This design comes from an exercise in tuning for small area, a short achievable clock period and few clock cycles per item on the open sky130 flow, not from production work. At most, simulation tests tie the RTL to the original design; equivalence was not proved. Power and IR drop assume default switching activity.

v6:
==> flow/design.v (excerpt) <==
module dsk_decoder (
    input  wire         clk,
    input  wire         rst,
    input  wire         in_valid,
    output wire         in_ready,
    input  wire [183:0] in_key,
    input  wire [4:0]   in_klen,
    output reg          out_valid,
    input  wire         out_ready,
    output reg          out_sign,
    output reg  [1:0]   out_class,
    output reg  [31:0]  out_exp,
    output reg  [5:0]   out_dcnt,
    output reg  [143:0] out_digits,
    output wire [2:0]   out_status,
    output wire [4:0]   out_detail
);
For scale: ~7800 cells after synthesis, roughly 740 flip-flops, about 390 I/O pins, about 54000 µm² of cells after synthesis.
clock: 25.0 ns
lec_check: 0
abc_area: 1
cap_margin: 60
core_margin: 2
core_utilization: 60
cts_buf_list: sky130_fd_sc_hd__clkbuf_16
cts_cluster_diameter: 80
cts_cluster_size: 25
place_density: 0.7
slew_margin: 60
standard.sh (not shown) runs the stock make flow with config.mk's settings and CLKGATE_MAP_FILE= SYNTH_SCRIPT=/design/flow/synth_recipe.tcl, a recipe that flattens the netlist after the stock synthesis.
==> flow/flow/run.sh <==
#!/bin/bash
# The standard layout (the standard.sh, standard synthesis included), with
# plain buffers on the ports instead of the default port buffer cell.
set -euo pipefail
bash standard.sh "BUFFER_PORTS_ARGS=-buffer_cell sky130_fd_sc_hd__buf_1" finish > standard_flow.log 2>&1
### v6 -> v7
diff --git a/flow/design.v b/flow/design.v
--- a/flow/design.v
+++ b/flow/design.v
@@ -424,15 +424,15 @@
         else begin
             r_e1   = 1'b0;
             r_sign = ~key[183];
         end
     end
     assign e1   = r_e1;
     assign det1 = r_det1;
-    assign sign = r_sign;
+    assign sign = L1 ? ((b0 == 8'h00) | (b0 == 8'h40)) : ~key[183];
     assign cls  = r_cls;
     assign d1   = r_d1;
     assign e2   = g_zero | g_many | r5[4];
     assign det2 = g_zero ? 4'd6 : g_many ? 4'd9 : 4'd10;
 endmodule
 module dsk_stage_b (
     input  wire         e1,
@@ -542,35 +542,21 @@
         end
     end
     wire lead_bad = neg ? (glast[0] ? gt900 : gt899) : ~gt99;
     wire ok = ~e1 & ~exp_large & ~e2 & ~bad_declet & ~tail & ~zero_last & ~lead_bad;
     wire [143:0] fd;
     generate
         for (gk = 0; gk < 12; gk = gk + 1) begin : g_dig
-            wire       dc = neg & glast[gk];
-            wire [9:0] w;
-            genvar bk;
-            for (bk = 0; bk < 10; bk = bk + 1) begin : g_dec
-                if (bk == 0)
-                    assign w[bk] = v[gk][bk] ^ dc;
-                else
-                    assign w[bk] = v[gk][bk] ^ (dc & ~(|v[gk][bk - 1:0]));
-            end
+            wire [9:0]  w = neg ? (10'd999 - v[gk] + {9'd0, glast[gk]}) : v[gk];
             wire [11:0] bd;
             dsk_bcd10 u_bcd (.v(w), .d(bd));
             wire en = gvalid[gk] & ok;
-            genvar dk;
-            for (dk = 0; dk < 3; dk = dk + 1) begin : g_nine
-                wire [3:0] d = bd[11 - 4*dk -: 4];
-                wire [3:0] n = {neg ? ~(d[3] | d[2] | d[1]) : d[3],
-                                d[2] ^ (neg & d[1]),
-                                d[1],
-                                d[0] ^ neg};
-                assign fd[12*gk + 4*dk + 3 -: 4] = {4{en}} & n;
-            end
+            assign fd[12*gk + 3 -: 4]  = {4{en}} & bd[11:8];
+            assign fd[12*gk + 7 -: 4]  = {4{en}} & bd[7:4];
+            assign fd[12*gk + 11 -: 4] = {4{en}} & bd[3:0];
         end
     endgenerate
     reg [3:0] r_det;
     always @* begin
         if (e1)               r_det = det1;
         else if (exp_large)   r_det = 4'd8;
         else if (e2)          r_det = det2;
@@ -578,13 +564,13 @@
         else if (tail)        r_det = 4'd10;
         else if (zero_last)   r_det = 4'd12;
         else if (lead_bad)    r_det = 4'd13;
         else                  r_det = 4'd0;
     end
     assign detail = r_det;
     assign status = (r_det != 4'd0);
-    assign sign   = (e1 | ok) & sign_in;
+    assign sign   = (ok | (e1 & (det1 == 4'd0))) & sign_in;
     assign cls    = cls_in;
     assign exp    = {32{ok}} & fexp;
     assign dcnt   = ok ? g3 : {5'd0, d1};
     assign digits = fd;
 endmodule
Notes after the runs:
In the reports for v7 and v6, the smaller fmax belongs to v6.
Xor and xnor fraction of the mapped netlist area: v7 vs v6 up 0.70 points
v7: share of synthesized area spent on multiplexers 1.6 points above v6
Delta (v7 minus v6): final cell count now smaller; via count of the first global-routing pass down 4361; post-route standard cell area excluding fillers now smaller; routed wire length saw a decrease; final clock period utilization by the worst path shows a reduction of 0.35 points.
v7 — slew at the pin closest to its max-slew limit 0.092 ns lower, v6 as reference
Going from v6 to v7, worst endpoint data arrival time grew by 5.29 ns, later-pin clock latency in the skew report decreased 0.04 ns, proportion of power drawn by flip-flops and latches saw a decrease.
Function was not checked in any run of this note: the RTL went through the layout flow alone.

---

Another version of the RTL of dsk_decoder (not shown whole).
Size: roughly 7000 cells after synthesis, about 750 flip-flops, roughly 390 I/O pins.
Settings: LEC_CHECK=0, ABC_AREA=1, CAP_MARGIN=60, CORE_MARGIN=2, CORE_UTILIZATION=40, PLACE_DENSITY=0.6, SLEW_MARGIN=60; clock period 25.0 ns.
==> flow/flow/run.sh <==
#!/bin/bash
# The standard layout (the standard.sh, standard synthesis included), with
# plain buffers on the ports instead of the default port buffer cell.
set -euo pipefail
bash standard.sh "BUFFER_PORTS_ARGS=-buffer_cell sky130_fd_sc_hd__buf_2" finish > standard_flow.log 2>&1
The starting point finished clean.
Testbench counts at the start, summed over its fixed seeds: cycles 16,024, items 16,000.
==> next run, changes <==
--- a/flow/design.v
+++ b/flow/design.v
@@ -285,23 +285,27 @@
         borrow = 1'b0;
         r5 = 5'd0;
         for (i = 0; i < 5; i = i + 1)
             for (j = 0; j < 5; j = j + 1) begin
                 if (i < j) borrow = borrow | (ra[i] & ur[j]);
                 r5[(i - j + 5) % 5] = r5[(i - j + 5) % 5] | (ra[i] & ur[j]);
             end
     end
-    reg [2:0] qb;                  
+    reg [5:0] gq0 [0:5];
+    reg [5:0] gq1 [0:5];
+    reg [5:0] gsel;
     always @* begin
-        qb = 3'd0;
-        for (i = 0; i < 6; i = i + 1)
-            qb = qb | ({3{uq[i]}} & i[2:0]);
+        gsel = 6'd0;
+        for (i = 0; i < 6; i = i + 1) begin
+            gq0[i] = {1'b0, qa} - i;
+            gq1[i] = {1'b0, qa} - i - 1;
+            gsel = gsel | ({6{uq[i]}} & (borrow ? gq1[i] : gq0[i]));
+        end
     end
-    wire [5:0] gsel = {1'b0, qa} - {3'b0, qb} - {5'b0, borrow};
     wire pay_trunc = gsel[5];
     wire g_zero    = (gsel == 6'd0);
     wire g_many    = (gsel[4:0] > 5'd12);
     assign g = gsel[3:0];
     wire [207:0] z = {28'd0, key[179:0]};
     wire [179:0] s4;
     wire [163:0] s3;
     wire [155:0] s2;
After rerunning: Design area went up by about 3%. Clock-buffer cell count increases by 5. Core utilization hardly moves. Power is lower by 1.6%. Sequential share of layout area is lower by 1.1 points. Setup slack gains 0.39 ns. Fmax rose by 6.2%. Synthesized cell count rose by about 4%. Routed wire length drops by about 1%. Global-route usage fell by 0.99 points. Clock power drops by about 5%.
Testbench counts after the change, summed over its fixed seeds: cycles 16,024, items 16,000.

re-timing with driven ports:
The results above use ideal ports. As a check the final layouts listed here were re-extracted and re-timed, cells and wires unchanged.
Step 1 (the two cells are an assumption about what drives the block):
set clk [get_ports {clk}]
set_driving_cell -lib_cell sky130_fd_sc_hd__clkbuf_16 $clk
set_driving_cell -lib_cell sky130_fd_sc_hd__buf_2 [delete_from_list [all_inputs] $clk]
Step 2 moves the port delays by t, midway between the first and last clock arrival at a register: inputs arrive t later, outputs are due t later. That takes back most of the time a late clock gives input paths.
Slacks: no drivers / after step 1 / after step 2; pairs: no drivers / after step 1.
run | t (ns) | setup WS [ns] | hold slack, ns | slew at the worst register clock pin (ns) | worst data-port slew with drivers (ns)
v6 | 0.741 | 18.584 / 18.511 / 18.443 | 0.468 / 0.468 / 0.468 | 0.11 / 0.11 | 0.07
v7 | 0.713 | 18.672 / 18.646 / 18.555 | 0.460 / 0.460 / 0.460 | 0.11 / 0.11 | 0.05
the first run of note 2 | 0.798 | 18.284 / 18.284 / 18.284 | 0.455 / 0.455 / 0.455 | 0.07 / 0.07 | 0.05
the second run of note 2 | 0.778 | 18.674 / 18.597 / 18.558 | 0.456 / 0.456 / 0.456 | 0.07 / 0.07 | 0.05
After both steps every run listed still meets setup and hold. For v6, which loses most, drivers alone change the setup slack by -0.073 ns; drivers and shift together by -0.141 ns.
